Source: an optimization exercise on an open RTL-to-GDS flow (aim: small area, a short achievable clock period and few clock cycles per item). Production flows keep margins and buffers that such runs may drop. In this exercise RTL edits were held to simulation tests only and were not proved equivalent to the original. Power and IR drop assume default switching activity.

==> flow/design.v <==
module c64fc_crc8 (
    input  wire [63:0] acc_in,
    input  wire [7:0]  data_in,
    output reg  [63:0] acc_out
);
    localparam [63:0] POLY = 64'h42F0E1EBA9EA3693;
    integer i;
    always @* begin
        acc_out = acc_in ^ {data_in, 56'd0};
        for (i = 0; i < 8; i = i + 1)
            acc_out = acc_out[63] ? ({acc_out[62:0], 1'b0} ^ POLY) : {acc_out[62:0], 1'b0};
    end
endmodule
module c64fc #(
    parameter integer RECLEN    = 88,
    parameter integer NONCE_OFF = 72
) (
    input  wire        clk,
    input  wire        rst,
    input  wire        cmd_valid,
    output wire        cmd_ready,
    input  wire [31:0] cmd_word,
    output wire        rsp_valid,
    input  wire        rsp_ready,
    output wire [3:0]  rsp_code,
    output wire [63:0] rsp_data,
    output wire        out_valid,
    input  wire        out_ready,
    output wire [7:0]  out_data
);
    localparam integer FLEN = RECLEN + 8;
    localparam integer NW   = 64;
    localparam integer NFB  = 8 + NONCE_OFF;      
    localparam [63:0] INIT    = 64'hFFFFFFFFFFFFFFFF;
    localparam [63:0] RESIDUE = 64'hFCACBEBD5931A992;
    localparam [63:0] POLY    = 64'h42F0E1EBA9EA3693;
    localparam [7:0]  CFG_NW  = NW;
    localparam [15:0] CFG_OFF = NONCE_OFF;
    localparam [15:0] CFG_LEN = RECLEN;
    localparam [63:0] CFG     = {24'd0, CFG_NW, CFG_OFF, CFG_LEN};
    localparam [63:0] K0 = 64'h005c8800ebaab96c, C0 = 64'hfbb6b4f93972e909;
    localparam [63:0] K1 = 64'h2f52ea887635232c, C1 = 64'hbb2c2b64b110e726;
    localparam [63:0] K2 = 64'h5e404c10d0958ced, C2 = 64'h7a838bc229b6f557;
    localparam [63:0] K3 = 64'h714e2e984d0a16ad, C3 = 64'h3a19145fa1d4fb78;
    localparam [1:0] M_IDLE = 2'd0, M_RUN = 2'd1, M_EMIT = 2'd2, M_FAULT = 2'd3;
    localparam [3:0] R_OK = 4'd0, R_ILLEGAL = 4'd1, R_BUSY = 4'd2,
                     R_NOVALUE = 4'd3, R_FAULT = 4'd4;
    localparam [7:0] OP_CRC_INIT = 8'h10, OP_CRC_UPDB = 8'h11, OP_CRC_UPDM = 8'h12,
                     OP_CRC_VAL  = 8'h13, OP_CRC_STB  = 8'h14, OP_CRC_RES  = 8'h15,
                     OP_CRC_BYTE = 8'h16, OP_FB_WR    = 8'h20, OP_FB_RD    = 8'h21,
                     OP_COMPOSE  = 8'h30, OP_PARSE    = 8'h31, OP_PR_RD    = 8'h32,
                     OP_STEP     = 8'h40, OP_RUN      = 8'h41, OP_CSR_RD   = 8'h50;
    localparam [1:0] C_WAIT = 2'd0, C_BUSY = 2'd1, C_RSP = 2'd2;
    localparam integer S_IDLE = 0, S_UPDB = 1, S_UPDM = 2, S_STB = 3, S_FBRD = 4,
                       S_PRRD = 5, S_WALK = 6, S_SWAIT = 7, S_SINC = 8, S_SBLK = 9,
                       S_SACT = 10, S_FND = 11, S_PCHK = 12, S_WEND = 13;
    localparam integer NS = 14;
    localparam [NS-1:0] E_IDLE  = 1 << S_IDLE,  E_UPDB = 1 << S_UPDB, E_UPDM = 1 << S_UPDM,
                        E_STB   = 1 << S_STB,   E_FBRD = 1 << S_FBRD, E_PRRD = 1 << S_PRRD,
                        E_WALK  = 1 << S_WALK,  E_SWAIT = 1 << S_SWAIT, E_SINC = 1 << S_SINC,
                        E_SBLK  = 1 << S_SBLK,  E_SACT = 1 << S_SACT, E_FND  = 1 << S_FND,
                        E_PCHK  = 1 << S_PCHK,  E_WEND = 1 << S_WEND;
    localparam [1:0] W_COMP = 2'd0, W_PARS = 2'd1, W_CONT = 2'd2;
    reg [8*FLEN-1:0]   fb;           
    reg [8*RECLEN-1:0] pr;           
    reg                prv;
    reg [1:0]          mode;
    reg                found, exh, cerr;
    reg [63:0]         iter;
    reg [63:0]         acc;
    reg [1:0]   c_state;
    reg [3:0]   rsp_code_r;
    reg [63:0]  rsp_data_r;
    reg         p_valid;              
    reg [31:0]  p_word;
    reg [NS-1:0] e_st;
    reg [1:0]   w_job;
    reg         e_step;               
    reg         e_exh;                
    reg [1:0]   e_hit;                
    reg         hq;                   
    reg [6:0]   ptr;                  
    reg [6:0]   cnt;
    reg [7:0]   imm;
    reg         wv, wfirst;           
    reg [5:0]   wend;                 
    reg [63:0]  tacc;
    reg [5:0]   prrot;                
    reg [15:0]  jsr;                  
    reg         s_ok, s_rst;
    reg [63:0]  ti;
    reg         t_ok, t_load;
    reg [3:0]   tcnt;
    reg         xv;
    reg [16:0]  xadd;
    reg         wr_en;
    reg [6:0]   wr_addr;
    reg [7:0]   wr_data;
    reg [15:0]  rword;
    reg [6:0]   ep;
    reg [15:0]  ob;
    wire [7:0]  op    = cmd_word[31:24];
    wire [11:0] addr  = cmd_word[11:0];
    wire [7:0]  imm_w = cmd_word[23:16];
    wire [7:0]  imm_b = cmd_word[7:0];
    wire [2:0]  idx   = cmd_word[2:0];
    reg legal;
    always @* begin
        case (op)
            OP_CRC_INIT, OP_CRC_VAL, OP_CRC_RES, OP_COMPOSE, OP_PARSE, OP_STEP, OP_RUN:
                legal = (cmd_word[23:0] == 24'd0);
            OP_CRC_UPDB:
                legal = (cmd_word[23:8] == 16'd0);
            OP_CSR_RD:
                legal = (cmd_word[23:8] == 16'd0) && (imm_b <= 8'd2);
            OP_CRC_BYTE:
                legal = (cmd_word[23:3] == 21'd0);
            OP_CRC_STB, OP_FB_RD, OP_PR_RD:
                legal = (cmd_word[23:12] == 12'd0);
            OP_FB_WR:
                legal = (cmd_word[15:12] == 4'd0);
            OP_CRC_UPDM:
                legal = 1'b1;
            default:
                legal = 1'b0;
        endcase
    end
    wire is_csr = legal && (op == OP_CSR_RD);
    wire fb_bad = addr >= FLEN;
    wire        resok  = (acc == RESIDUE);
    wire [63:0] status = {57'd0, cerr, exh, found, prv, resok, mode};
    reg  [63:0] csr_val;
    always @* begin
        case (imm_b[1:0])
            2'd0:    csr_val = status;
            2'd1:    csr_val = iter;
            default: csr_val = CFG;
        endcase
    end
    wire [63:0] value    = ~acc;
    wire [7:0]  val_byte = value[63 - 8*idx -: 8];
    wire [7:0]  stb_byte = value[63 - 8*cnt[2:0] -: 8];
    wire [7:0]  p_op   = p_word[31:24];
    wire [11:0] p_addr = p_word[11:0];
    wire [11:0] p_len  = p_word[23:12];
    wire [12:0] p_end  = {1'b0, p_addr} + {1'b0, p_len};
    wire        p_updm_bad = p_end > FLEN;
    wire        p_stb_bad  = ({1'b0, p_addr} + 13'd8) > FLEN;
    wire        p_fb_bad   = p_addr >= FLEN;
    wire        p_pr_bad   = p_addr >= RECLEN;
    wire        p_go       = p_valid && e_st[S_IDLE];
    wire [5:0] ep_word = ep[6:1] + 6'd1;
    wire [5:0] raddr   = (mode == M_EMIT) ? ep_word : ptr[6:1];
    always @(posedge clk)
        rword <= {fb[16*raddr +: 8], fb[16*raddr + 8 +: 8]};
    wire        use_acc = e_st[S_UPDB] || e_st[S_UPDM];
    wire [63:0] crc_a   = use_acc ? acc : (wfirst ? INIT : tacc);
    wire [7:0]  updm_b  = ptr[0] ? rword[7:0] : rword[15:8];
    wire [7:0]  crc_d0  = use_acc ? imm : rword[15:8];
    wire [63:0] crc_o1, crc_o2;
    c64fc_crc8 u_crc0 (.acc_in(crc_a),  .data_in(crc_d0),     .acc_out(crc_o1));
    c64fc_crc8 u_crc1 (.acc_in(crc_o1), .data_in(rword[7:0]), .acc_out(crc_o2));
    reg [63:0] T;
    integer k;
    always @* begin
        for (k = 0; k < 8; k = k + 1)
            T[63 - 8*k -: 8] = fb[8*(RECLEN + k) +: 8];
    end
    reg [63:0] ti_next;
    integer s;
    always @* begin
        ti_next = ti;
        for (s = 0; s < 4; s = s + 1)
            ti_next = ti_next[0] ? ({1'b1, ti_next[63:1] ^ POLY[63:1]}) : {1'b0, ti_next[63:1]};
    end
    wire [63:0] nonce = fb[8*NFB +: 64];            
    wire [63:0] sv    = tacc ^ ti;
    wire [63:0] vb    = {sv[7:0], sv[15:8], sv[23:16], sv[31:24],
                         sv[39:32], sv[47:40], sv[55:48], sv[63:56]};
    wire [63:0] tau0 = vb ^ K0, tau1 = vb ^ K1, tau2 = vb ^ K2, tau3 = vb ^ K3;
    wire [15:0] js   = nonce[15:0];
    wire h0 = (tau0[63:16] == nonce[63:16]) && (e_step ? (tau0[15:0] == js) : (tau0[15:0] >= js));
    wire h1 = (tau1[63:16] == nonce[63:16]) && (e_step ? (tau1[15:0] == js) : (tau1[15:0] >= js));
    wire h2 = (tau2[63:16] == nonce[63:16]) && (e_step ? (tau2[15:0] == js) : (tau2[15:0] >= js));
    wire h3 = (tau3[63:16] == nonce[63:16]) && (e_step ? (tau3[15:0] == js) : (tau3[15:0] >= js));
    wire hit = h0 | h1 | h2 | h3;
    wire [1:0] ihit = {h2 | h3, h1 | h3};
    wire [15:0] jhit = (e_hit == 2'd0) ? tau0[15:0] : (e_hit == 2'd1) ? tau1[15:0] :
                       (e_hit == 2'd2) ? tau2[15:0] : tau3[15:0];
    wire [47:0] nhi_inc  = nonce[63:16] + 48'd1;
    wire        last_blk = &nonce[63:16];
    wire [16:0] x_miss = 17'h10000 - {1'b0, js};
    wire [16:0] x_hit  = {1'b0, nonce[15:0]} - {1'b0, jsr} + 17'd1;
    wire [16:0] lo_inc = {1'b0, nonce[15:0]} + 17'd1;
    wire [63:0] n_inc  = {lo_inc[16] ? nhi_inc : nonce[63:16], lo_inc[15:0]};
    reg [63:0] chdr;
    always @* begin
        case (e_hit)
            2'd0: chdr = C0;
            2'd1: chdr = C1;
            2'd2: chdr = C2;
            default: chdr = C3;
        endcase
    end
    reg        hdr_we;   reg [63:0] hdr_data;    
    reg        nce_we;   reg [63:0] nce_data;    
    wire wr_u = wr_en && (wr_addr >= 7'd8) && (wr_addr < NFB);
    wire wr_t = wr_en && (wr_addr >= RECLEN);
    wire walk_last = e_st[S_WALK] && wv && (ptr[6:1] == wend + 6'd1);
    wire bg_state = e_st[S_IDLE] || e_st[S_SWAIT] || e_st[S_SINC];
    wire bg_walk  = bg_state && !s_ok && (mode != M_EMIT);
    assign cmd_ready = (c_state == C_WAIT);
    assign rsp_valid = (c_state == C_RSP);
    assign rsp_code  = rsp_code_r;
    assign rsp_data  = rsp_data_r;
    assign out_valid = (mode == M_EMIT);
    assign out_data  = ob[15:8];
    wire cmd_fire = cmd_valid && cmd_ready;
    wire [7:0]  wr_d  = rst ? 8'd0  : wr_data;
    wire        hdr_g = hdr_we & ~rst;
    wire        nce_g = nce_we & ~rst;
    wire [63:0] hdr_d = rst ? 64'd0 : hdr_data;
    wire [63:0] nce_d = rst ? 64'd0 : nce_data;
    genvar ga;
    generate
        for (ga = 0; ga < FLEN; ga = ga + 1) begin : g_fb
            wire bwe = wr_en && (wr_addr == ga);
            if (ga < 8) begin : g_hdr
                always @(posedge clk)
                    if (rst || hdr_g || bwe)
                        fb[8*ga +: 8] <= hdr_g ? hdr_d[63 - 8*ga -: 8] : wr_d;
            end else if (ga >= NFB && ga < NFB + 8) begin : g_nce
                always @(posedge clk)
                    if (rst || nce_g || bwe)
                        fb[8*ga +: 8] <= nce_g ? nce_d[8*(ga - NFB) +: 8] : wr_d;
            end else begin : g_gen
                always @(posedge clk)
                    if (rst || bwe)
                        fb[8*ga +: 8] <= wr_d;
            end
        end
    endgenerate
    wire        pr_rot   = e_st[S_PRRD];
    wire        pr_shift = (e_st[S_PRRD] && prrot != ptr[6:1]) ||
                           (e_st[S_WALK] && w_job == W_PARS && wv) ||
                           e_st[S_FND] ||
                           (mode == M_EMIT && out_ready && ep[0] && ep[6:1] < 6'd43);
    wire [15:0] pr_in = pr_rot ? pr[15:0] : e_st[S_FND] ? chdr[63:48] : rword;
    always @(posedge clk)
        if (pr_shift)
            pr <= {pr_in, pr[8*RECLEN-1:16]};
    wire [7:0] pr_byte = ptr[0] ? pr[7:0] : pr[15:8];
    always @* begin
        hdr_we   = 1'b0;
        hdr_data = ~tacc;
        nce_we   = 1'b0;
        nce_data = n_inc;
        case (1'b1)
            e_st[S_WEND]:
                hdr_we = 1'b1;
            e_st[S_SINC]:
                nce_we = 1'b1;
            e_st[S_SACT]: begin
                nce_we   = 1'b1;
                hdr_data = chdr;
                if (hq) begin
                    nce_data = {nonce[63:16], jhit};
                    hdr_we   = 1'b1;
                end else if (e_step)
                    nce_data = nonce;
                else if (last_blk)
                    nce_data = {nonce[63:16], 16'hFFFF};
                else
                    nce_data = {nhi_inc, 16'h0000};
            end
            default: ;
        endcase
        if (e_st[S_WEND] && w_job == W_CONT && e_exh) begin
            nce_we   = 1'b1;
            nce_data = 64'd0;
        end
    end
    always @(posedge clk) begin
        if (rst) begin
            acc      <= INIT;
            prv      <= 1'b0;
            mode     <= M_IDLE;
            ep       <= 7'd0;
            found    <= 1'b0;
            exh      <= 1'b0;
            cerr     <= 1'b0;
            iter     <= 64'd0;
            c_state  <= C_WAIT;
            e_st     <= E_IDLE;
            wr_en    <= 1'b0;
            s_ok     <= 1'b0;
            s_rst    <= 1'b1;
            t_ok     <= 1'b1;
            t_load   <= 1'b0;
            ti       <= 64'd0;
            xv       <= 1'b0;
            wv       <= 1'b0;
            p_valid  <= 1'b0;
        end else begin
            wr_en <= 1'b0;
            if (wr_t) begin
                t_ok   <= 1'b0;
                t_load <= 1'b1;
            end else if (t_load) begin
                ti     <= T;
                tcnt   <= 4'd0;
                t_load <= 1'b0;
            end else if (!t_ok) begin
                ti   <= ti_next;
                tcnt <= tcnt + 4'd1;
                if (tcnt == 4'd15)
                    t_ok <= 1'b1;
            end
            if (xv) begin
                iter <= iter + {47'd0, xadd};
                xv   <= 1'b0;
            end
            if (bg_walk) begin
                if (s_rst) begin
                    ptr    <= 7'd8;
                    wv     <= 1'b0;
                    wfirst <= 1'b1;
                    s_rst  <= 1'b0;
                end else begin
                    if (wv) begin
                        tacc   <= crc_o2;
                        wfirst <= 1'b0;
                    end
                    if (wv && ptr[6:1] == 6'd40) begin
                        s_ok <= 1'b1;
                        wv   <= 1'b0;
                    end else begin
                        ptr <= ptr + 7'd2;
                        wv  <= 1'b1;
                    end
                end
            end
            case (1'b1)
                e_st[S_IDLE]:
                    if (p_valid) begin
                        p_valid <= 1'b0;
                        case (p_op)
                            OP_CRC_UPDB: begin
                                imm  <= p_word[7:0];
                                e_st <= E_UPDB;
                            end
                            OP_CRC_UPDM:
                                if (p_updm_bad) begin
                                    rsp_code_r <= R_FAULT;
                                    mode       <= M_FAULT;
                                    c_state    <= C_RSP;
                                end else if (p_len == 12'd0) begin
                                    c_state <= C_RSP;
                                end else begin
                                    ptr    <= p_addr[6:0];
                                    cnt    <= p_len[6:0];
                                    wv     <= 1'b0;
                                    wfirst <= 1'b0;
                                    e_st   <= E_UPDM;
                                end
                            OP_CRC_STB:
                                if (p_stb_bad) begin
                                    rsp_code_r <= R_FAULT;
                                    mode       <= M_FAULT;
                                    c_state    <= C_RSP;
                                end else begin
                                    ptr  <= p_addr[6:0];
                                    cnt  <= 7'd0;
                                    e_st <= E_STB;
                                end
                            OP_FB_WR: begin
                                wr_en   <= 1'b1;
                                wr_addr <= p_addr[6:0];
                                wr_data <= p_word[23:16];
                                c_state <= C_RSP;
                            end
                            OP_FB_RD:
                                if (p_fb_bad) begin
                                    rsp_code_r <= R_FAULT;
                                    mode       <= M_FAULT;
                                    c_state    <= C_RSP;
                                end else begin
                                    ptr  <= p_addr[6:0];
                                    wv   <= 1'b0;
                                    e_st <= E_FBRD;
                                end
                            OP_COMPOSE: begin
                                w_job  <= W_COMP;
                                ptr    <= 7'd8;
                                wend   <= 6'd47;
                                wv     <= 1'b0;
                                wfirst <= 1'b1;
                                s_ok   <= 1'b0;
                                e_st   <= E_WALK;
                            end
                            OP_PARSE: begin
                                w_job  <= W_PARS;
                                ptr    <= 7'd0;
                                wend   <= 6'd43;
                                wv     <= 1'b0;
                                wfirst <= 1'b1;
                                s_ok   <= 1'b0;
                                e_st   <= E_WALK;
                            end
                            OP_PR_RD:
                                if (p_pr_bad) begin
                                    rsp_code_r <= R_FAULT;
                                    mode       <= M_FAULT;
                                    c_state    <= C_RSP;
                                end else if (!prv) begin
                                    rsp_code_r <= R_NOVALUE;
                                    c_state    <= C_RSP;
                                end else begin
                                    ptr  <= p_addr[6:0];
                                    e_st <= E_PRRD;
                                end
                            OP_STEP: begin
                                found  <= 1'b0;
                                exh    <= 1'b0;
                                e_step <= 1'b1;
                                e_st   <= E_SINC;
                            end
                            default: begin       
                                found   <= 1'b0;
                                exh     <= 1'b0;
                                iter    <= 64'd0;
                                mode    <= M_RUN;
                                e_step  <= 1'b0;
                                e_st    <= E_SINC;
                                c_state <= C_RSP;
                            end
                        endcase
                    end
                e_st[S_SINC]:
                    if (nonce == 64'hFFFFFFFFFFFFFFFF) begin
                        exh  <= 1'b1;
                        e_st <= E_IDLE;
                        if (e_step) begin
                            rsp_data_r <= 64'd2;
                            c_state    <= C_RSP;
                        end else begin
                            mode <= M_IDLE;
                        end
                    end else begin
                        e_st <= E_SWAIT;
                    end
                e_st[S_SWAIT]:
                    if (s_ok && t_ok && !t_load && !wr_t)
                        e_st <= E_SBLK;
                e_st[S_SBLK]: begin
                    hq    <= hit;
                    e_hit <= ihit;
                    e_st  <= E_SACT;
                end
                e_st[S_SACT]: begin
                    xv   <= !hq;
                    xadd <= x_miss;
                    jsr  <= js;
                    e_st <= E_SBLK;
                    if (hq) begin
                        e_st <= E_FND;
                    end else if (e_step || last_blk) begin
                        xadd   <= e_step ? 17'd1 : x_miss;
                        e_exh  <= !e_step;
                        if (!e_step) begin
                            prv  <= 1'b0;
                            exh  <= 1'b1;
                            mode <= M_IDLE;
                        end
                        w_job  <= W_CONT;
                        ptr    <= 7'd80;
                        wend   <= 6'd47;
                        wv     <= 1'b0;
                        wfirst <= 1'b0;
                        e_st   <= E_WALK;
                    end
                end
                e_st[S_FND]: begin
                    xv    <= 1'b1;
                    xadd  <= x_hit;
                    prrot <= 6'd0;
                    prv   <= 1'b1;
                    found <= 1'b1;
                    ob    <= chdr[63:48];
                    ep    <= 7'd0;
                    mode  <= M_EMIT;
                    e_st  <= E_IDLE;
                    if (e_step) begin
                        rsp_data_r <= 64'd1;
                        c_state    <= C_RSP;
                    end
                end
                e_st[S_UPDB]: begin
                    acc     <= crc_o1;
                    e_st    <= E_IDLE;
                    c_state <= C_RSP;
                end
                e_st[S_UPDM]:
                    if (!wv) begin
                        wv <= 1'b1;
                    end else if (!wfirst) begin
                        imm    <= updm_b;
                        wfirst <= 1'b1;
                    end else begin
                        wv     <= 1'b0;
                        wfirst <= 1'b0;
                        acc    <= crc_o1;
                        ptr <= ptr + 7'd1;
                        cnt <= cnt - 7'd1;
                        if (cnt == 7'd1) begin
                            e_st    <= E_IDLE;
                            c_state <= C_RSP;
                        end
                    end
                e_st[S_STB]: begin
                    wr_en   <= 1'b1;
                    wr_addr <= ptr;
                    wr_data <= stb_byte;
                    ptr     <= ptr + 7'd1;
                    cnt     <= cnt + 7'd1;
                    if (cnt == 7'd7) begin
                        e_st    <= E_IDLE;
                        c_state <= C_RSP;
                    end
                end
                e_st[S_FBRD]:
                    if (!wv) begin
                        wv <= 1'b1;
                    end else begin
                        wv         <= 1'b0;
                        rsp_data_r <= {56'd0, updm_b};
                        e_st       <= E_IDLE;
                        c_state    <= C_RSP;
                    end
                e_st[S_PRRD]:
                    if (prrot == ptr[6:1]) begin
                        rsp_data_r <= {56'd0, pr_byte};
                        e_st       <= E_IDLE;
                        c_state    <= C_RSP;
                    end else begin
                        prrot <= (prrot == 6'd43) ? 6'd0 : prrot + 6'd1;
                    end
                e_st[S_WALK]: begin
                    if (wv) begin
                        tacc   <= crc_o2;
                        wfirst <= 1'b0;
                    end
                    if (walk_last) begin
                        wv   <= 1'b0;
                        s_ok <= 1'b0;
                        e_st <= (w_job == W_PARS) ? E_PCHK : E_WEND;
                    end else begin
                        ptr <= ptr + 7'd2;
                        wv  <= 1'b1;
                    end
                end
                e_st[S_WEND]: begin
                    e_st <= E_IDLE;
                    if (w_job == W_COMP)
                        c_state <= C_RSP;
                    else if (!e_exh) begin     
                        prv     <= 1'b0;
                        c_state <= C_RSP;
                    end
                end
                e_st[S_PCHK]: begin
                    prrot      <= 6'd0;
                    prv        <= (~tacc == T);
                    rsp_data_r <= {63'd0, (~tacc == T)};
                    c_state    <= C_RSP;
                    e_st       <= E_IDLE;
                end
                default: e_st <= E_IDLE;
            endcase
            if (!bg_state || mode == M_EMIT)
                s_rst <= 1'b1;
            if (wr_u && (s_ok || s_rst || wr_addr[6:1] <= ptr[6:1])) begin
                s_ok  <= 1'b0;
                s_rst <= 1'b1;
            end
            case (c_state)
                C_WAIT: if (cmd_fire) begin
                    rsp_code_r <= R_OK;
                    rsp_data_r <= 64'd0;
                    c_state    <= C_RSP;
                    if (mode == M_FAULT) begin
                        if (is_csr)
                            rsp_data_r <= csr_val;
                        else
                            rsp_code_r <= R_FAULT;
                    end else if (!legal) begin
                        rsp_code_r <= R_ILLEGAL;
                        cerr       <= 1'b1;
                    end else if (is_csr) begin
                        rsp_data_r <= csr_val;
                    end else if (mode != M_IDLE) begin
                        rsp_code_r <= R_BUSY;
                        cerr       <= 1'b1;
                    end else begin
                        case (op)
                            OP_CRC_INIT: acc <= INIT;
                            OP_CRC_VAL:  rsp_data_r <= value;
                            OP_CRC_RES:  rsp_data_r <= {63'd0, resok};
                            OP_CRC_BYTE: rsp_data_r <= {56'd0, val_byte};
                            OP_FB_WR:
                                if (fb_bad) begin
                                    rsp_code_r <= R_FAULT;
                                    mode       <= M_FAULT;
                                end else if (e_st[S_IDLE]) begin
                                    wr_en   <= 1'b1;
                                    wr_addr <= addr[6:0];
                                    wr_data <= imm_w;
                                end else begin
                                    p_valid <= 1'b1;
                                    p_word  <= cmd_word;
                                    c_state <= C_BUSY;
                                end
                            OP_RUN:
                                if (e_st[S_IDLE]) begin
                                    found  <= 1'b0;
                                    exh    <= 1'b0;
                                    iter   <= 64'd0;
                                    mode   <= M_RUN;
                                    e_step <= 1'b0;
                                    e_st   <= E_SINC;
                                end else begin
                                    p_valid <= 1'b1;
                                    p_word  <= cmd_word;
                                    c_state <= C_BUSY;
                                end
                            default: begin
                                p_valid <= 1'b1;
                                p_word  <= cmd_word;
                                c_state <= C_BUSY;
                            end
                        endcase
                    end
                end
                C_RSP: if (rsp_ready) c_state <= C_WAIT;
                default: ;
            endcase
            if (mode == M_EMIT && out_ready) begin
                ep <= ep + 7'd1;
                ob <= ep[0] ? rword : {ob[7:0], 8'h00};
                if (ep == FLEN - 1)
                    mode <= M_IDLE;
            end
        end
    end
endmodule
==> flow/run.sh <==
#!/bin/bash
# synth_recipe.tcl (not shown) runs the flow's synth.tcl, then flattens the netlist and writes it again
# the make line also repeats each setting of config.mk as NAME=value (left out here)
make -C /OpenROAD-flow-scripts/flow DESIGN_CONFIG=/design/flow/config.mk WORK_HOME=/design/flow/orfs CLKGATE_MAP_FILE= SYNTH_SCRIPT=/design/flow/synth_recipe.tcl finish
==> flow/config.mk <==
export PLATFORM = sky130hd
export DESIGN_NAME = c64fc
export DESIGN_NICKNAME = c64fc
export VERILOG_FILES = /design/flow/design.v
export SDC_FILE = /design/flow/constraint.sdc
export NUM_CORES = 4
export LEC_CHECK = 0
export CAP_MARGIN = 20
export CORE_MARGIN = 2
export CORE_UTILIZATION = 50
export PLACE_DENSITY = 0.7
export SETUP_SLACK_MARGIN = 5
export SLEW_MARGIN = 20
==> flow/constraint.sdc <==
create_clock -name core_clock -period 8.0 [get_ports {clk}]
set_input_delay 1.6000 -clock core_clock [delete_from_list [all_inputs] [get_ports {clk}]]
set_output_delay 1.6000 -clock core_clock [all_outputs]
set_load 0.01 [all_outputs]
==> metrics.csv, run 1 <==
metric;value;unit
maxSlewViolCount;0;
r2r_end;tacc[53];
cts_made_buffers;199;
finalNetCount;7921;
viasPerCell;6.47;
grt_start_max_net_pins;206;
clockBufferDepth;3;
fmax;0.259;GHz
end_kind;flip-flop;
setup_violations;0;
fin_hold_ws;382;ps
cts-root-buf;clkbuf_16;
ys_top_cells_by_area;edfxtp_1, dfxtp_1, mux4_2, xnor2_1, nand2_1;
ir_drop;1.49;mV
syn_nets;7180;
antenna_found_initial;19;
netlist.area_leader.share;57.9;%
internal-power;0.0306;W
p_leak;40.6;nW
status;timing/DRC/antenna clean;
die_w;429;um
start_kind;flip-flop;
avgSynthCellArea;12.9;um2
dp.cells;9288;
die_h;429;um
cts_tree;done;
cp_top_family;XOR/XNOR gates;
synthMuxAreaShare;6.43;%
io_pins;116;
power.density;426;mW/mm2
routabilityCongestion;1.03;
rsz0062_at_grt;true;
syn_to_final_growth;25.9;%
cts_sinks;1986;
slowest_stage;xnor2_1;
ys_types;95;
sw_frac_of_total;36.8;%
start_util;50.2;%
ys_ff_latch;1986;
maxSlewHeadroom;18.2;%
wl_per_cell;30.7;um
hold_buffers;0;
hold_class;flip-flop to flip-flop;
crit_buf_inv;3;
yosys.area.top_type;edfxtp_1;
vias;66700;
worstRegToRegCells;15;
combPwrFrac;54.0;%
clk_pin_slew;60;ps
die_area;0.184;mm2
drive_gt1_share;27.3;%
power_frac_clock;20.1;%
fin_crit;3860;ps
path_class;flip-flop to flip-flop;
critical_path_arrival;4440;ps
reg2reg_slack;4140;ps
drt-initial-drc-count;10700;
grt_first_pass_wirelength;443;mm
cp.required;8580;ps
synth-compound-area-share;8.62;%
synth_top_family_by_area;simple AND/OR/NAND/NOR gates;
min_to;pr[502];
htreeDepth;4;
cpMostUsedCell;xnor2_4;
dr.pass1.iters;9;
p_seq_share;25.9;%
synth-xor-area-share;7.55;%
grt_usage;33.1;%
clk_latency;920;ps
max_stage_delay;490;ps
coreArea;0.180;mm2
wl;317;mm
row_count;156;
netlist_area;0.0904;mm2
synthFlopType;edfxtp_1;
p_switching;0.0179;W
synth_enable_flop_cells;1741;
fillers;12800;
hp-start;pr[518];
post-route-period-util;48.3;%
yosysWarningCount;2;
hold_depth;0;
synthAdderAreaFrac;1.67;%
path_max_fanout;7;
finalHoldViolations;0;
crit_chain;buf_6 -> buf_12 -> nor2_1 -> xnor2_1 -> o21ai_4 -> xnor3_2 -> xnor2_2 -> buf_6 -> xor2_4 -> xnor2_4 -> xnor2_4 -> xnor2_4 -> xnor2_4 -> xnor2_1 -> o21ai_1;
drc;0;
place_worst_setup_slack;1810;ps
portBuffers;115;
tightestPinTransition;1220;ps
cap_violations;0;
synth_seq_area_share;63.3;%
hpwlAfterDp;190;mm
synth_simple_gate_area_share;10.2;%
final_cells;10300;
finClkSkew;116;ps
grt_pass1_vias;63500;
setup_ws;4140;ps
netlist_instances;7024;
r2r_start;wfirst;
grt_overflow;0;
ant_nets;0;
async_flop_share;0;%
==> metrics by stage <==
stage | TNS [ps] | area (um2) | total power [W] | utilization (%)
after global routing | 0 | 114000 | 0.0495 | 63.1
final | 0 | 114000 | 0.0485 | 63.2
after floorplan | -870120 | 90600 | 0.0229 | -
after CTS | 0 | 111000 | 0.0438 | 61.5
after detailed placement | 0 | 94700 | 0.0269 | 52.6
after global placement | 0 | 94700 | 0.0268 | 52.6
==> placed cells by master (no fill, tap or decap), types with 56 or more instances in the layout <==
cell and instances:
buf_4 525, buf_2 62, xor2_1 225, buf_6 156, o22ai_1 57, buf_12 66, nor2_1 390, a211oi_1 56
a21oi_2 102, edfxtp_1 1741, xnor2_2 71, mux4_2 208, nand4_1 67, o21ai_0 301, o211ai_1 71, inv_1 109
o21ai_1 125, xnor2_1 334, clkbuf_16 207, mux2i_1 78, a21oi_1 197, nand3_1 131, dfxtp_1 230, nand2_1 885
or3_1 65, ha_1 104, nor3_1 98
==> synth_stat cells, types with 12 or more instances <==
| master | number |
|---|---|
| mux4_2 | 208 |
| clkbuf_1 | 327 |
| nand3b_1 | 13 |
| nand4_1 | 67 |
| xor2_1 | 265 |
| or3_1 | 72 |
| o22ai_1 | 62 |
| mux2i_1 | 94 |
| buf_1 | 46 |
| a221o_1 | 14 |
| and3_1 | 34 |
| nor2_1 | 487 |
| nand2b_1 | 27 |
| o21bai_1 | 21 |
| o211ai_1 | 71 |
| o21ai_1 | 12 |
| ha_1 | 116 |
| nor4_1 | 47 |
| o21a_1 | 12 |
| a22oi_1 | 20 |
| a21o_1 | 31 |
| and2_1 | 17 |
| nor3_1 | 112 |
| o32ai_1 | 14 |
| dfxtp_1 | 245 |
| mux2_2 | 14 |
| nand3_1 | 163 |
| xnor2_1 | 439 |
| a31oi_1 | 26 |
| inv_1 | 120 |
| nand2_1 | 909 |
| a21oi_1 | 314 |
| edfxtp_1 | 1741 |
| o21ai_0 | 451 |
| a211oi_1 | 99 |
| nor2b_1 | 65 |
| o31ai_1 | 27 |
| a222oi_1 | 14 |
==> sequential cells by signal (all words and copies together), names as in the netlist, 6 cells and up <==
signal      cells
tacc           64
cnt             7
jsr            16
ptr             7
rword          16
iter           64
wr_data         8
wr_addr         7
e_st           14
rsp_data_r     64
imm             8
ob             16
prrot           6
pr            704
fb            768
ti             64
p_word         32
ep              7
acc            64
xadd           17
==> how the worst max path moves through the flow <==
stage / endpoint / depth (start not counted) / slack [ps] / from
after floorplan: pr[0] / 4 / -1240 / out_ready
after global placement: acc[39] / 11 / 1920 / cmd_word[0]
after detailed placement: acc[26] / 11 / 1810 / cmd_word[0]
after CTS: tacc[39] / 16 / 4240 / wfirst
after global routing: tacc[39] / 13 / 4090 / wfirst
final: tacc[53] / 15 / 4140 / wfirst
==> repair_timing <==
item	4_1_cts	5_1_grt
gates resized for setup	1352	388
endpoints found under the setup margin	1680	1255
buffers inserted	441	132
pin swaps	346	248
gates cloned	66	6
==> area by class of cell <==
type                            count  area (um2)  share of cell area, %
Clock inverter                    125        1620                   1.42
Sequential cell                  1986       57200                   50.3
Timing Repair Buffer              917        9680                   8.51
Inverter                          123         498                  0.438
Multi-Input combinational cell   4538       36500                   32.1
Clock buffer                      246        5230                   4.60
Tap cell                         2370        2970                   2.61
Antenna cell                       13        32.5                 0.0286
==> power groups by stage <==
| stage | logic [W] | registers [W] | clock network (W) |
|---|---|---|---|
| 6_report | 0.0262 | 0.0126 | 0.00976 |
| 3_5_place_dp | 0.0141 | 0.0128 | 0 |
| 4_1_cts | 0.0215 | 0.0125 | 0.00984 |
| 2_1_floorplan | 0.0106 | 0.0123 | 0 |
| 3_3_place_gp | 0.0139 | 0.0128 | 0 |
| 5_1_grt | 0.0267 | 0.0125 | 0.0102 |
==> logic make-up (layout without fill, tap and decap cells) <==
group           count (synthesis)  count (layout)
compound gates               1281            1284
xor+xnor                      734             734
fa+ha+maj                     119             119
buf+inv                       514            1411
flops                        1986            1986
mux                           318             318
other cells                     0              13
simple gates                 2072            2083
==> routing by layer <==
| layer | up-vias | part of all wire (%) | global-route usage, % |
|---|---|---|---|
| met3 | 1298 | 13 | 10.7 |
| met2 | 5033 | 43 | 47.5 |
| li1 | 27600 | - | - |
| met1 | 32800 | 36 | 44.0 |
| met4 | 16 | 7.3 | 19.6 |
| met5 | - | 0.033 | 0 |
Testbench counts, summed over its fixed seeds: cycles 4,332, items 14,430.
==> inputs of run 2 (changes only) <==
--- a/flow/design.v
+++ b/flow/design.v
@@ -88,3 +88,2 @@
     reg [5:0]   prrot;                
-    reg [15:0]  jsr;                  
     reg         s_ok, s_rst;
@@ -93,3 +92,3 @@
     reg [3:0]   tcnt;
-    reg         xv;
+    reg         xv, xh;
     reg [16:0]  xadd;
@@ -140,3 +139,3 @@
     wire [63:0] value    = ~acc;
-    wire [7:0]  val_byte = value[63 - 8*idx -: 8];
+    wire [7:0]  val_byte = value[63 - 8*p_word[2:0] -: 8];
     wire [7:0]  stb_byte = value[63 - 8*cnt[2:0] -: 8];
@@ -150,3 +149,7 @@
     wire        p_pr_bad   = p_addr >= RECLEN;
-    wire        p_go       = p_valid && e_st[S_IDLE];
+    reg         p_rdy, p_bad;         
+    wire        p_bad_d    = (p_op == OP_CRC_UPDM && p_updm_bad) ||
+                             (p_op == OP_CRC_STB  && p_stb_bad)  ||
+                             (p_op == OP_FB_RD    && p_fb_bad)   ||
+                             (p_op == OP_PR_RD    && p_pr_bad);
     wire [5:0] ep_word = ep[6:1] + 6'd1;
@@ -156,3 +159,3 @@
     wire        use_acc = e_st[S_UPDB] || e_st[S_UPDM];
-    wire [63:0] crc_a   = use_acc ? acc : (wfirst ? INIT : tacc);
+    wire [63:0] crc_a   = use_acc ? acc : tacc;
     wire [7:0]  updm_b  = ptr[0] ? rword[7:0] : rword[15:8];
@@ -187,4 +190,5 @@
     wire [1:0] ihit = {h2 | h3, h1 | h3};
-    wire [15:0] jhit = (e_hit == 2'd0) ? tau0[15:0] : (e_hit == 2'd1) ? tau1[15:0] :
-                       (e_hit == 2'd2) ? tau2[15:0] : tau3[15:0];
+    wire [15:0] jsel = ({16{h0}} & tau0[15:0]) | ({16{h1}} & tau1[15:0]) |
+                       ({16{h2}} & tau2[15:0]) | ({16{h3}} & tau3[15:0]);
+    reg  [15:0] jhit;                               
     wire [47:0] nhi_inc  = nonce[63:16] + 48'd1;
@@ -192,3 +196,3 @@
     wire [16:0] x_miss = 17'h10000 - {1'b0, js};
-    wire [16:0] x_hit  = {1'b0, nonce[15:0]} - {1'b0, jsr} + 17'd1;
+    wire [16:0] x_hitn = {1'b0, nonce[15:0]} - {1'b0, jhit} + 17'd1;
     wire [16:0] lo_inc = {1'b0, nonce[15:0]} + 17'd1;
@@ -245,5 +249,5 @@
                            (e_st[S_WALK] && w_job == W_PARS && wv) ||
-                           e_st[S_FND] ||
+                           (e_st[S_SACT] && hq) ||
                            (mode == M_EMIT && out_ready && ep[0] && ep[6:1] < 6'd43);
-    wire [15:0] pr_in = pr_rot ? pr[15:0] : e_st[S_FND] ? chdr[63:48] : rword;
+    wire [15:0] pr_in = pr_rot ? pr[15:0] : e_st[S_SACT] ? chdr[63:48] : rword;
     always @(posedge clk)
@@ -301,4 +305,6 @@
             xv       <= 1'b0;
+            xh       <= 1'b0;
             wv       <= 1'b0;
             p_valid  <= 1'b0;
+            p_rdy    <= 1'b0;
         end else begin
@@ -322,2 +328,13 @@
             end
+            xh <= 1'b0;
+            if (xh) begin
+                xv   <= 1'b1;
+                xadd <= x_hitn;
+                if (e_step) begin
+                    rsp_data_r <= 64'd1;
+                    c_state    <= C_RSP;
+                end
+            end
+            p_rdy <= p_valid && !(p_rdy && e_st[S_IDLE]);
+            p_bad <= p_bad_d;
             if (bg_walk) begin
@@ -326,3 +343,3 @@
                     wv     <= 1'b0;
-                    wfirst <= 1'b1;
+                    tacc   <= INIT;
                     s_rst  <= 1'b0;
@@ -344,3 +361,8 @@
                 e_st[S_IDLE]:
-                    if (p_valid) begin
+                    if (p_valid && p_rdy && p_bad) begin
+                        p_valid    <= 1'b0;
+                        rsp_code_r <= R_FAULT;
+                        mode       <= M_FAULT;
+                        c_state    <= C_RSP;
+                    end else if (p_valid && p_rdy) begin
                         p_valid <= 1'b0;
@@ -352,7 +374,3 @@
                             OP_CRC_UPDM:
-                                if (p_updm_bad) begin
-                                    rsp_code_r <= R_FAULT;
-                                    mode       <= M_FAULT;
-                                    c_state    <= C_RSP;
-                                end else if (p_len == 12'd0) begin
+                                if (p_len == 12'd0) begin
                                     c_state <= C_RSP;
@@ -365,12 +383,7 @@
                                 end
-                            OP_CRC_STB:
-                                if (p_stb_bad) begin
-                                    rsp_code_r <= R_FAULT;
-                                    mode       <= M_FAULT;
-                                    c_state    <= C_RSP;
-                                end else begin
-                                    ptr  <= p_addr[6:0];
-                                    cnt  <= 7'd0;
-                                    e_st <= E_STB;
-                                end
+                            OP_CRC_STB: begin
+                                ptr  <= p_addr[6:0];
+                                cnt  <= 7'd0;
+                                e_st <= E_STB;
+                            end
                             OP_FB_WR: begin
@@ -381,12 +394,7 @@
                             end
-                            OP_FB_RD:
-                                if (p_fb_bad) begin
-                                    rsp_code_r <= R_FAULT;
-                                    mode       <= M_FAULT;
-                                    c_state    <= C_RSP;
-                                end else begin
-                                    ptr  <= p_addr[6:0];
-                                    wv   <= 1'b0;
-                                    e_st <= E_FBRD;
-                                end
+                            OP_FB_RD: begin
+                                ptr  <= p_addr[6:0];
+                                wv   <= 1'b0;
+                                e_st <= E_FBRD;
+                            end
                             OP_COMPOSE: begin
@@ -396,3 +404,3 @@
                                 wv     <= 1'b0;
-                                wfirst <= 1'b1;
+                                tacc   <= INIT;
                                 s_ok   <= 1'b0;
@@ -405,3 +413,3 @@
                                 wv     <= 1'b0;
-                                wfirst <= 1'b1;
+                                tacc   <= INIT;
                                 s_ok   <= 1'b0;
@@ -410,7 +418,3 @@
                             OP_PR_RD:
-                                if (p_pr_bad) begin
-                                    rsp_code_r <= R_FAULT;
-                                    mode       <= M_FAULT;
-                                    c_state    <= C_RSP;
-                                end else if (!prv) begin
+                                if (!prv) begin
                                     rsp_code_r <= R_NOVALUE;
@@ -427,7 +431,3 @@
                             end
-                            default: begin       
-                                found   <= 1'b0;
-                                exh     <= 1'b0;
-                                iter    <= 64'd0;
-                                mode    <= M_RUN;
+                            OP_RUN: begin
                                 e_step  <= 1'b0;
@@ -436,5 +436,27 @@
                             end
+                            OP_CRC_INIT: begin
+                                acc     <= INIT;
+                                c_state <= C_RSP;
+                            end
+                            OP_CRC_VAL: begin
+                                rsp_data_r <= value;
+                                c_state    <= C_RSP;
+                            end
+                            OP_CRC_RES: begin
+                                rsp_data_r <= {63'd0, resok};
+                                c_state    <= C_RSP;
+                            end
+                            default: begin       
+                                rsp_data_r <= {56'd0, val_byte};
+                                c_state    <= C_RSP;
+                            end
                         endcase
                     end
-                e_st[S_SINC]:
+                e_st[S_SINC]: begin
+                    if (!e_step) begin
+                        found <= 1'b0;
+                        exh   <= 1'b0;
+                        iter  <= 64'd0;
+                        mode  <= M_RUN;
+                    end
                     if (nonce == 64'hFFFFFFFFFFFFFFFF) begin
@@ -449,4 +471,5 @@
                     end else begin
-                        e_st <= E_SWAIT;
+                        e_st <= (s_ok && t_ok && !t_load && !wr_t) ? E_SBLK : E_SWAIT;
                     end
+                end
                 e_st[S_SWAIT]:
@@ -456,2 +479,3 @@
                     hq    <= hit;
+                    jhit  <= jsel;
                     e_hit <= ihit;
@@ -462,6 +486,13 @@
                     xadd <= x_miss;
-                    jsr  <= js;
                     e_st <= E_SBLK;
                     if (hq) begin
-                        e_st <= E_FND;
+                        xh    <= 1'b1;
+                        jhit  <= js;
+                        prrot <= 6'd0;
+                        prv   <= 1'b1;
+                        found <= 1'b1;
+                        ob    <= chdr[63:48];
+                        ep    <= 7'd0;
+                        mode  <= M_EMIT;
+                        e_st  <= E_IDLE;
                     end else if (e_step || last_blk) begin
@@ -482,17 +513,2 @@
                 end
-                e_st[S_FND]: begin
-                    xv    <= 1'b1;
-                    xadd  <= x_hit;
-                    prrot <= 6'd0;
-                    prv   <= 1'b1;
-                    found <= 1'b1;
-                    ob    <= chdr[63:48];
-                    ep    <= 7'd0;
-                    mode  <= M_EMIT;
-                    e_st  <= E_IDLE;
-                    if (e_step) begin
-                        rsp_data_r <= 64'd1;
-                        c_state    <= C_RSP;
-                    end
-                end
                 e_st[S_UPDB]: begin
@@ -587,2 +603,5 @@
                 C_WAIT: if (cmd_fire) begin
+                    p_word     <= cmd_word;
+                    wr_addr    <= addr[6:0];
+                    wr_data    <= imm_w;
                     rsp_code_r <= R_OK;
@@ -605,6 +624,2 @@
                         case (op)
-                            OP_CRC_INIT: acc <= INIT;
-                            OP_CRC_VAL:  rsp_data_r <= value;
-                            OP_CRC_RES:  rsp_data_r <= {63'd0, resok};
-                            OP_CRC_BYTE: rsp_data_r <= {56'd0, val_byte};
                             OP_FB_WR:
@@ -615,7 +630,4 @@
                                     wr_en   <= 1'b1;
-                                    wr_addr <= addr[6:0];
-                                    wr_data <= imm_w;
                                 end else begin
                                     p_valid <= 1'b1;
-                                    p_word  <= cmd_word;
                                     c_state <= C_BUSY;
@@ -624,6 +636,2 @@
                                 if (e_st[S_IDLE]) begin
-                                    found  <= 1'b0;
-                                    exh    <= 1'b0;
-                                    iter   <= 64'd0;
-                                    mode   <= M_RUN;
                                     e_step <= 1'b0;
@@ -632,3 +640,2 @@
                                     p_valid <= 1'b1;
-                                    p_word  <= cmd_word;
                                     c_state <= C_BUSY;
@@ -637,3 +644,2 @@
                                 p_valid <= 1'b1;
-                                p_word  <= cmd_word;
                                 c_state <= C_BUSY;
--- a/flow/config.mk
+++ b/flow/config.mk
@@ -7,2 +7,3 @@
 export LEC_CHECK = 0
+export ABC_AREA = 1
 export CAP_MARGIN = 20
==> run 2 against run 1 <==
  * Worst setup slack gained 360 ps
  * Critical path depth is 7 higher
  * Power is 25% lower
  * Wire length up 20%
  * Highest routed layer unchanged
  * Area after synthesis is 5.1% higher
  * Synthesized cell count up 32%
  * Final cell count is 23% higher
  * Design area is 5.4% higher
  * Clock skew fell by 7.7 ps
  * Register-to-register slack improved by 360 ps
  * Utilization rose by 0.59 points
  * First-iteration DRC count grew 15%
==> metrics.csv, run 2 <==
metric;value;unit;change
status;timing/DRC/antenna clean;;
syn_to_final_growth;26.3;%;
setup_ws;4500;ps;+358 ps
cts_sinks;1988;;+0.10%
yosysWarningCount;2;;unchanged
ys_types;70;;-26%
p_switching;0.0135;W;-24%
cts_tree;done;;
netlist_area;0.0950;mm2;+5.1%
fin_hold_ws;364;ps;-18.0 ps
avgSynthCellArea;10.2;um2;-20%
cp.required;8810;ps;+230 ps
internal-power;0.0230;W;-25%
cts-root-buf;clkbuf_16;;
synth_seq_area_share;60.2;%;-3.0 points
grt_pass1_vias;73600;;+16%
clk_pin_slew;70;ps;about the same
wl_per_cell;29.9;um;-2.9%
clk_latency;940;ps;+20 ps
finClkSkew;108;ps;-7.73 ps
maxSlewViolCount;0;;unchanged
vias;81600;;+22%
critical_path_arrival;4310;ps;-130 ps
netlist.area_leader.share;55.1;%;-2.8 points
tightestPinTransition;1170;ps;-52.1 ps
top_regs;fb (768), pr (704);;
final_cell_mix;edfxtp_1, nand2_1, o21ai_0, nor2_1, buf_4;;
path_class;flip-flop to flip-flop;;
power_frac_clock;27.2;%;+7.1 points
antenna_found_initial;21;;+2
end_kind;flip-flop;;
post-route-period-util;43.8;%;-4.5 points
htreeDepth;4;;unchanged
hpwlAfterDp;239;mm;+26%
row_count;159;;+1.9%
wl_met2;159;mm;+17%
hold_buffers;0;;unchanged
async_flop_share;0;%;unchanged
fin_crit;3500;ps;-358 ps
die_area;0.193;mm2;+5.1%
path_max_fanout;7;;unchanged
grt_first_pass_wirelength;521;mm;+18%
yosysMostFrequentCell;edfxtp_1;;
coreArea;0.188;mm2;+4.5%
grt_start_max_net_pins;184;;-11%
netlist_instances;9288;;+32%
drc;0;;unchanged
p_leak;44.8;nW;+11%
sw_frac_of_total;37.0;%;+0.17 points
p_seq_share;33.0;%;+7.1 points
final_common_cell;edfxtp_1;;
grt_usage;37.1;%;+4.0 points
rsz0062_at_grt;true;;
ys_ff_latch;1988;;+0.10%
synthFlopType;edfxtp_1;;
syn_nets;9442;;+32%
hold_class;flip-flop to flip-flop;;
cap_violations;0;;unchanged
die_h;440;um;+2.5%
setup_violations;0;;unchanged
portBuffers;115;;unchanged
ant_nets;0;;unchanged
combPwrFrac;39.8;%;-14 points
wl_met3;47.2;mm;+10%
yosys.area.top_type;edfxtp_1;;
met1_length;142;mm;+24%
top_layer_used;met5;;
cts_made_buffers;204;;+2.5%
power.density;304;mW/mm2;-29%
fmax;0.285;GHz;+10%
die_w;440;um;+2.5%
start_util;50.5;%;+0.33 points
clockBufferDepth;3;;unchanged
place_worst_setup_slack;2660;ps;+852 ps
yosys-top-cells-count;edfxtp_1, nand2_1, o21ai_0, nor2_1, inv_1;;
wl;380;mm;+20%
io_pins;116;;unchanged
dr.pass1.iters;8;;-1
ys_top_cells_by_area;edfxtp_1, nand2_1, o21ai_0, dfxtp_1, nor2_1;;
start_kind;flip-flop;;
ir_drop;0.395;mV;-74%
maxSlewHeadroom;21.4;%;+3.2 points
largest_reg_flops;768;;unchanged
finalHoldViolations;0;;unchanged
grt_overflow;0;;unchanged
multiInputGateArea;0.0395;mm2;+8.2%
fillers;14700;;+14%
register_area;0.0573;mm2;+0.12%
fin_tns_setup;0;ps;unchanged
drt-initial-drc-count;12400;;+15%
viasPerCell;6.42;;-0.79%
finalNetCount;10200;;+29%
synth_enable_flop_cells;1742;;+0.057%
routabilityCongestion;1.06;;+3.0%
regMostFlops;fb;;
drive_gt1_share;23.1;%;-4.2 points
==> run 2: cell count changes after synthesis, moves of 230 or more <==
| cell | previous run | this run |
|---|---|---|
| o21ai_0 | 451 | 985 |
| nor2_1 | 487 | 837 |
| xnor2_1 | 439 | 148 |
| nand2_1 | 909 | 1408 |
| inv_1 | 120 | 739 |
| a21oi_1 | 314 | 544 |
| nand3_1 | 163 | 496 |
==> run 2: cells by family (layout without fill, tap and decap cells) <==
group,Yosys count,in the layout,share of synthesized area [%]
and+or+nand+nor,3157,3166,14.3
adders and majority gates,117,117,1.56
DFF,1988,1988,60.2
other,0,10,0
xor gates and xnor gates,501,501,4.65
buffers and inverters,1234,2152,5.02
muxes,7,7,0.0738
AOI/OAI and AO/OA,2284,2284,14.2
==> run 2: worst paths after layout <==
check                           cells after the start  endpoint      from  slack [ps]
worst max-delay path                               22  tacc[15]  tacc[61]        4500
worst min-delay path                                0   pr[590]   pr[606]         360
worst max register to register                     22  tacc[15]  tacc[61]        4500
worst min register to register                      0   pr[590]   pr[606]         360
==> run 2: what timing repair did <==
action	4_1_cts	5_1_grt
setup buffers	435	212
pin swaps	269	275
setup endpoints to repair	1917	1073
gates cloned	33	20
gates resized for setup	1509	659
hold endpoints to repair	0	0
==> run 2: critical path: stages, from the launching register on <==
cell and delay, ps:
edfxtp_1 560, inv_4 160, nand2_2 90, nand2_4 130, nand2_8 80, nand2_8 120
inv_8 50, nand2_8 110, nand2_8 110, nand2_8 110, nand3_4 110, nand2_8 110
nand2_4 60, nand2_4 70, nand2_4 90, nand2_4 90, nand2_4 70, nand2_4 160
buf_6 130, clkinvlp_4 130, buf_4 170, a21oi_2 450, nand3b_1 170
==> run 2: final cells by class <==
type	count	share of cell area, %
Antenna cell	10	0.0209
Clock buffer	256	4.55
Clock inverter	118	1.26
Inverter	775	2.71
Multi-Input combinational cell	6075	33.0
Sequential cell	1988	47.8
Tap cell	2495	2.60
Timing Repair Buffer	993	8.08
Timing Repair inverter	10	0.0647
==> run 2: per-stage QoR <==
stage,utilization [%],cell area [um2],instances,power (W)
after floorplan,-,95200,9288,0.0172
after global placement,52.7,99300,11600,0.0200
after detailed placement,52.7,99300,11600,0.0200
after CTS,61.2,115000,12500,0.0338
after global routing,63.7,120000,12700,0.0373
final,63.7,120000,12700,0.0365
==> run 2: layer usage <==
| metal | vias to the layer above | GRT usage, % |
|---|---|---|
| li1 | 34700 | - |
| met3 | 1310 | 9.28 |
| met5 | - | 0 |
| met2 | 5949 | 53.8 |
| met4 | 16 | 23.2 |
| met1 | 39600 | 50.1 |
==> run 2: power groups by stage <==
stage | Combinational (W) | Sequential (W) | Clock [W]
3_3_place_gp | 0.00775 | 0.0123 | 0
6_report | 0.0145 | 0.0120 | 0.00993
5_1_grt | 0.0149 | 0.0120 | 0.0104
2_1_floorplan | 0.00508 | 0.0121 | 0
4_1_cts | 0.0118 | 0.0120 | 0.00998
3_5_place_dp | 0.00776 | 0.0123 | 0
Testbench counts of run 2, summed over its fixed seeds: cycles 4,308, items 14,430.
==> inputs of run 3 (changes only) <==
--- a/flow/config.mk
+++ b/flow/config.mk
@@ -10,4 +10,4 @@
 export CORE_MARGIN = 2
-export CORE_UTILIZATION = 50
-export PLACE_DENSITY = 0.7
+export CORE_UTILIZATION = 65
+export PLACE_DENSITY = 0.8
 export SETUP_SLACK_MARGIN = 5
==> run 3 against run 2 <==
  * The run now fails in global routing
  * Area after synthesis did not move
  * Synthesized cell count did not move
==> metrics.csv, run 3 <==
metric;value;unit;change
grt_start_max_net_pins;109;;
hold_buffers;0;;unchanged
hpwlAfterDp;254;mm;+6.3%
yosys.area.top_type;edfxtp_1;;
place_worst_setup_slack;2790;ps;+125 ps
status;aborted with a tool error;;
netlist.area_leader.share;55.1;%;unchanged
ys_top_cells_by_area;edfxtp_1, nand2_1, o21ai_0, dfxtp_1, nor2_1;;
synthFlopType;edfxtp_1;;
portBuffers;115;;unchanged
grt_first_pass_wirelength;712;mm;
die_h;386;um;-12%
io_pins;116;;unchanged
netlist_area;0.0950;mm2;unchanged
cts-root-buf;clkbuf_16;;
synth_enable_flop_cells;1742;;unchanged
synth_seq_area_share;60.2;%;unchanged
grt_pass1_vias;95100;;
yosysWarningCount;2;;unchanged
die_w;386;um;-12%
clockBufferDepth;3;;unchanged
haltStage;global routing;;
syn_nets;9442;;unchanged
cts_sinks;1988;;unchanged
grt_overflow;3;;
ys_ff_latch;1988;;unchanged
cts_made_buffers;190;;-6.9%
row_count;140;;-12%
avgSynthCellArea;10.2;um2;unchanged
netlist_instances;9288;;unchanged
firstError;[ERROR GRT-0116] Global routing finished with congestion. Check the congestion regions in the DRC Viewer.;;
routabilityCongestion;1.08;;+2.4%
ys_types;70;;unchanged
grt_usage;68.0;%;
async_flop_share;0;%;unchanged
htreeDepth;4;;unchanged
yosys-top-cells-count;edfxtp_1, nand2_1, o21ai_0, nor2_1, inv_1;;
yosysMostFrequentCell;edfxtp_1;;
start_util;65.3;%;+15 points
## run 3: cell counts after synthesis
No cell type changed its count.
## run 3: repair_timing
action | 4_1_cts
pin swaps | 254
resized for setup | 1553
setup endpoints to repair | 1875
setup buffers | 440
gates cloned | 41
## run 3: power groups by stage
stage          registers (W)  logic, W  clock network [W]
4_1_cts               0.0121    0.0125            0.00974
3_5_place_dp          0.0123   0.00766                  0
2_1_floorplan         0.0121   0.00508                  0
3_3_place_gp          0.0123   0.00753                  0
## run 3: stage by stage
| stage | total power (W) | instances | util [%] | cell area, um2 |
|---|---|---|---|---|
| CTS | 0.0343 | 11900 | 78.7 | 114000 |
| detailed placement | 0.0200 | 11000 | 67.7 | 98400 |
| global placement | 0.0198 | 11000 | 67.7 | 98400 |
| floorplan | 0.0172 | 9288 | - | 95200 |
## run 3: layer usage
metal | GRT usage, % | GRT overflow
met2 | 83.4 | 1
met4 | 61.9 | 2
met3 | 51.9 | 0
met1 | 70.8 | 0
met5 | 34.0 | 0
## run 3: cells by family after synthesis
logic type,synth area share [%]
mux,0.0738
flops,60.2
buf+inv,5.02
simple gates,14.3
fa+ha+maj,1.56
xor+xnor,4.65
compound gates,14.2
## run 3: how the worst min path moves through the flow
stage / endpoint / slack, ps / cells after the start
CTS: pr[652] / 380 / 0
detailed placement: pr[123] / 400 / 0
global placement: pr[614] / 400 / 0
floorplan: pr[0] / 400 / 0
==> inputs of run 4 (changes only) <==
--- a/flow/config.mk
+++ b/flow/config.mk
@@ -10,4 +10,4 @@
 export CORE_MARGIN = 2
-export CORE_UTILIZATION = 65
-export PLACE_DENSITY = 0.8
+export CORE_UTILIZATION = 57
+export PLACE_DENSITY = 0.72
 export SETUP_SLACK_MARGIN = 5
==> run 4 against run 3 <==
  * The run now finishes clean
  * Synthesized cell count stayed put
  * Area after synthesis stayed put
==> metrics.csv, run 4 <==
metric;value;unit;change
top_layer_used;met5;;
cap_violations;0;;
met1_length;137;mm;
grt_pass1_vias;77200;;
vias;84400;;
start_kind;flip-flop;;
critical_path_arrival;4130;ps;
p_leak;44.8;nW;
final_common_cell;edfxtp_1;;
grt_first_pass_wirelength;553;mm;
ir_drop;0.404;mV;
ys_types;70;;unchanged
slowest_stage;edfxtp_1;;
ant_nets;0;;
cts_sinks;1988;;unchanged
ys_top_cells_by_area;edfxtp_1, nand2_1, o21ai_0, dfxtp_1, nor2_1;;
die_h;412;um;+6.7%
maxSlewHeadroom;14.9;%;
yosys-top-cells-count;edfxtp_1, nand2_1, o21ai_0, nor2_1, inv_1;;
place_worst_setup_slack;2600;ps;-189 ps
drive_gt1_share;23.4;%;
fin_crit;3460;ps;
largest_reg_flops;768;;
routabilityCongestion;1.05;;-2.7%
die_area;0.170;mm2;
clockBufferDepth;3;;unchanged
io_pins;116;;unchanged
hold_class;flip-flop to flip-flop;;
fin_tns_setup;0;ps;
maxSlewViolCount;0;;
cp_top_family;simple AND/OR/NAND/NOR gates;;
netlist_instances;9288;;unchanged
rsz0062_at_grt;true;;
synthFlopType;edfxtp_1;;
hpwlAfterDp;242;mm;-5.1%
end_kind;flip-flop;;
critPathLaunch;tacc[61];;
portBuffers;115;;unchanged
start_util;57.5;%;-7.8 points
wl_per_cell;32.4;um;
async_flop_share;0;%;unchanged
antenna_found_initial;28;;
wl_met2;170;mm;
cts-root-buf;clkbuf_16;;
tightestPinTransition;1260;ps;
ys_ff_latch;1988;;unchanged
regMostFlops;fb;;
coreArea;0.165;mm2;
fin_hold_ws;315;ps;
fmax;0.289;GHz;
status;timing/DRC/antenna clean;;
wl;403;mm;
grt_overflow;0;;
finalNetCount;10200;;
r2r_start;tacc[61];;
yosys.area.top_type;edfxtp_1;;
clk_pin_slew;80;ps;
synth_seq_area_share;60.2;%;unchanged
post-route-period-util;43.2;%;
yosysWarningCount;2;;unchanged
avgSynthCellArea;10.2;um2;unchanged
drc;0;;
crit_buf_inv;3;;
synth_enable_flop_cells;1742;;unchanged
setup_violations;0;;
netlist.area_leader.share;55.1;%;unchanged
power.density;303;mW/mm2;
fillers;11300;;
cp.required;8680;ps;
max_stage_delay;500;ps;
hp-start;pr[446];;
cts_tree;done;;
grt_usage;45.4;%;
finClkSkew;117;ps;
clk_latency;920;ps;
htreeDepth;4;;unchanged
finalHoldViolations;0;;
path_class;flip-flop to flip-flop;;
cpMostUsedCell;nand2_8;;
dr.pass1.iters;9;;
syn_to_final_growth;25.6;%;
netlist_area;0.0950;mm2;unchanged
syn_nets;9442;;unchanged
top_regs;fb (768), pr (704);;
cts_made_buffers;199;;+4.7%
final_cell_mix;edfxtp_1, nand2_1, o21ai_0, nor2_1, buf_4;;
path_max_fanout;8;;
yosysMostFrequentCell;edfxtp_1;;
wl_met3;57.2;mm;
drt-initial-drc-count;14700;;
row_count;149;;+6.4%
viasPerCell;6.79;;
die_w;412;um;+6.7%
grt_start_max_net_pins;118;;
setup_ws;4540;ps;
## run 4: cell counts after synthesis
No cell type changed its count.
## run 4: worst register-to-register path, stage by stage (launching register included)
cell,delay [ps]
edfxtp_1,500
inv_2,150
nand2_2,80
nand2_4,140
nand2_4,90
nand2_8,110
buf_12,120
nand2_8,70
nand2_8,110
nand2_4,60
nand3_4,120
nand2_8,90
nand2_2,70
nand2_2,60
nand2_4,140
nand2_8,80
nand2_8,90
nand2_8,90
buf_4,150
nand2_1,110
nand3_2,130
nand2_4,170
nand2_2,100
nand2_1,100
nand2_1,90
nand3_1,140
nand2_1,70
## run 4: what timing repair did
action                                   CTS  global route
endpoints found under the setup margin  2206           612
resized for setup                       1512           658
pin swaps                                251           260
buffers inserted                         438           218
hold buffers                               0             0
cloned                                    39             6
hold endpoints to repair                   0             0
## run 4: stage by stage
| step | cell area (um2) | total power (W) | instances | utilization, % |
|---|---|---|---|---|
| floorplan | 95200 | 0.0172 | 9288 | - |
| global placement | 98800 | 0.0199 | 11300 | 59.8 |
| detailed placement | 98900 | 0.0199 | 11300 | 59.9 |
| CTS | 115000 | 0.0333 | 12200 | 69.4 |
| global route | 119000 | 0.0367 | 12400 | 72.2 |
| finish | 119000 | 0.0361 | 12400 | 72.3 |
## run 4: power breakdown
| part | internal (W) | total [W] | leakage, nW | switching (W) |
|---|---|---|---|---|
| clock network | 0.00537 | 0.00993 | 3.25 | 0.00455 |
| registers | 0.0117 | 0.0121 | 18.7 | 0.000388 |
| logic | 0.00534 | 0.0141 | 22.9 | 0.00878 |
## run 4: path summary, 6_finish.rpt
| kind | slack [ps] | cells after the start | endpoint |
|---|---|---|---|
| worst min-delay path | 320 | 0 | pr[430] |
| worst min register to register | 320 | 0 | pr[430] |
| worst max-delay path | 4540 | 26 | tacc[41] |
| worst max register to register | 4540 | 26 | tacc[41] |
## run 4: area by class of cell
cell class	count	area, um2	share of cell area [%]
clock buffer	253	5310	4.45
timing repair buffer	994	9670	8.10
multi-input combinational	6073	39500	33.1
timing repair inverter	8	57.6	0.0482
inverter	775	3260	2.73
antenna	21	52.6	0.0440
sequential	1988	57300	48.0
tap	2189	2740	2.29
clock inverter	122	1410	1.18
## run 4: logic make-up (layout without fill, tap and decap cells)
logic type	after synthesis	count (layout)	share of synthesized area, %
adder cells (fa/ha/maj)	117	117	1.56
buffers and inverters	1234	2152	5.02
other	0	21	0
multiplexers	7	7	0.0738
AO/OA/AOI/OAI	2284	2284	14.2
XOR/XNOR	501	501	4.65
AND/OR/NAND/NOR	3157	3164	14.3
flip-flops	1988	1988	60.2
## run 4: per-layer routing
| metal | vias up | track usage, % |
|---|---|---|
| li1 | 34700 | - |
| met1 | 40000 | 58.1 |
| met2 | 7684 | 66.6 |
| met3 | 1991 | 13.2 |
| met4 | 18 | 31.8 |
| met5 | - | 0 |
==> inputs of run 5 (changes only) <==
--- a/flow/config.mk
+++ b/flow/config.mk
@@ -12,3 +12,3 @@
 export PLACE_DENSITY = 0.72
-export SETUP_SLACK_MARGIN = 5
+export SETUP_SLACK_MARGIN = 4.6
 export SLEW_MARGIN = 20
==> run 5 against run 4 <==
  * Count of clock-buffer cells in the layout down 19
  * Area after synthesis unchanged
  * Hold slack better by 13 ps
  * Worst setup slack worse by 240 ps
  * Wire length down 6.6%
  * Fmax down 6.4%
  * Largest cell class unchanged
==> metrics.csv, run 5 <==
metric;value;unit;change
status;timing/DRC/antenna clean;;
fmax;0.271;GHz;-6.4%
multiInputGateArea;0.0368;mm2;-6.9%
path_max_fanout;5;;-3
grt_start_max_net_pins;196;;+66%
yosys.area.top_type;edfxtp_1;;
clockBufferDepth;3;;unchanged
cts_tree;done;;
power.density;304;mW/mm2;+0.36%
netlist_instances;9288;;unchanged
grt_first_pass_wirelength;522;mm;-5.6%
clk_pin_slew;70;ps;about the same
hold_class;flip-flop to flip-flop;;
syn_nets;9442;;unchanged
maxSlewViolCount;0;;unchanged
viasPerCell;6.69;;-1.6%
clk_latency;910;ps;about the same
setup_ws;4310;ps;-237 ps
ys_ff_latch;1988;;unchanged
syn_to_final_growth;19.4;%;
start_kind;flip-flop;;
ir_drop;0.437;mV;+8.1%
netlist_area;0.0950;mm2;unchanged
synth_enable_flop_cells;1742;;unchanged
start_util;57.5;%;unchanged
hold_buffers;0;;unchanged
routabilityCongestion;1.08;;+2.9%
die_area;0.170;mm2;unchanged
wl_per_cell;31.1;um;-4.1%
final_common_cell;edfxtp_1;;
grt_usage;42.6;%;-2.9 points
post-route-period-util;46.2;%;+3.0 points
cts_sinks;1988;;unchanged
grt_pass1_vias;74000;;-4.2%
cap_violations;0;;unchanged
htreeDepth;4;;unchanged
rsz0062_at_grt;true;;
p_leak;42.3;nW;-5.6%
vias;80900;;-4.1%
io_pins;116;;unchanged
cts-root-buf;clkbuf_16;;
wl;376;mm;-6.6%
synthFlopType;edfxtp_1;;
fin_crit;3690;ps;+237 ps
netlist.area_leader.share;55.1;%;unchanged
synth_seq_area_share;60.2;%;unchanged
yosysMostFrequentCell;edfxtp_1;;
drc;0;;unchanged
ant_nets;0;;unchanged
row_count;149;;unchanged
critical_path_arrival;4350;ps;+220 ps
setup_violations;0;;unchanged
finalHoldViolations;0;;unchanged
ys_top_cells_by_area;edfxtp_1, nand2_1, o21ai_0, dfxtp_1, nor2_1;;
top_regs;fb (768), pr (704);;
cts_made_buffers;199;;unchanged
tightestPinTransition;1230;ps;-34.6 ps
avgSynthCellArea;10.2;um2;unchanged
place_worst_setup_slack;2650;ps;+56.1 ps
die_w;412;um;unchanged
regMostFlops;fb;;
maxSlewHeadroom;17.6;%;+2.6 points
grt_overflow;0;;unchanged
fillers;12100;;+7.6%
end_kind;flip-flop;;
fin_tns_setup;0;ps;unchanged
final_cell_mix;edfxtp_1, nand2_1, o21ai_0, nor2_1, inv_1;;
drive_gt1_share;15.7;%;-7.7 points
path_class;flip-flop to flip-flop;;
finClkSkew;110;ps;-7.21 ps
register_area;0.0573;mm2;about the same
antenna_found_initial;21;;-25%
dr.pass1.iters;7;;-2
yosys-top-cells-count;edfxtp_1, nand2_1, o21ai_0, nor2_1, inv_1;;
cp.required;8660;ps;-20 ps
finalNetCount;9882;;-3.1%
async_flop_share;0;%;unchanged
hpwlAfterDp;243;mm;+0.69%
ys_types;70;;unchanged
die_h;412;um;unchanged
largest_reg_flops;768;;unchanged
drt-initial-drc-count;14700;;+0.12%
portBuffers;115;;unchanged
yosysWarningCount;2;;unchanged
coreArea;0.165;mm2;unchanged
-- run 5: logic make-up after synthesis --
group	after synthesis	synth area share [%]
fa+ha+maj	117	1.56
simple gates	3157	14.3
xor+xnor	501	4.65
mux	7	0.0738
compound gates	2284	14.2
buf+inv	1234	5.02
flops	1988	60.2
-- run 5: area by class of cell --
class / count / area share (%)
inverter: 775 / 2.75
multi-input combinational: 6073 / 32.5
clock buffer: 234 / 4.54
clock inverter: 139 / 1.40
timing repair buffer: 688 / 5.92
tap: 2189 / 2.41
antenna: 11 / 0.0243
sequential: 1988 / 50.5
timing repair inverter: 3 / 0.0198
-- run 5: worst paths after layout --
kind / from / end / slack [ps] / cells after the start
worst max-delay path: tacc[62] / tacc[24] / 4310 / 23
worst max register to register: tacc[62] / tacc[24] / 4310 / 23
worst min-delay path: pr[90] / pr[74] / 330 / 0
worst min register to register: pr[90] / pr[74] / 330 / 0
-- run 5: worst max-delay path, stage by stage (launching register included) --
cell	delay, ps
edfxtp_1	380
buf_4	200
clkinvlp_4	90
nand2_1	90
nand2_4	180
nand2_1	120
nand2_4	120
buf_4	170
xor2_4	360
inv_1	80
nand2_1	70
nand2_1	210
xor2_2	350
nand2_1	130
nand2_1	90
nand2_1	60
nand3_1	170
nand2_1	110
nand2_1	90
nand2_1	70
inv_1	70
nand2_1	70
nand3_1	100
nand2_1	50
-- run 5: power breakdown --
part           internal (W)  leakage (nW)  switching [W]
clock               0.00543          3.24        0.00442
combinational       0.00461          20.4        0.00796
sequential           0.0117          18.7       0.000359
-- run 5: timing repair --
action,in CTS,in global routing
gates cloned,13,9
gates resized for setup,505,537
setup buffers,228,137
endpoints found under the setup margin,1293,599
pin swaps,83,148
-- run 5: per-stage QoR --
stage	hold slack (ps)	area, um2	utilization, %	power [W]	instances
CTS	332	110000	66.3	0.0314	11900
detailed placement	405	98800	59.8	0.0199	11300
finish	329	113000	68.7	0.0345	12100
global route	320	113000	68.7	0.0351	12100
global placement	400	98800	59.8	0.0199	11300
floorplan	400	95100	-	0.0172	9288
-- run 5: routing by layer --
layer / track usage [%] / vias up / part of all wire (%) / wire (um)
met3: 12.1 / 1639 / 13 / 50500
met2: 62.1 / 6612 / 42 / 159000
met4: 28.4 / 8 / 8.7 / 32600
met5: 0 / - / 0.011 / 43
met1: 55.5 / 38600 / 35 / 134000
li1: - / 34100 / - / -

Check on run 5: ideal ports give 4.307 ns setup slack; a clkbuf_16 on the clock port and buf_2 on the inputs give 4.307 ns; moving port delays by the midpoint clock arrival (0.939 ns) as well gives 3.727 ns.
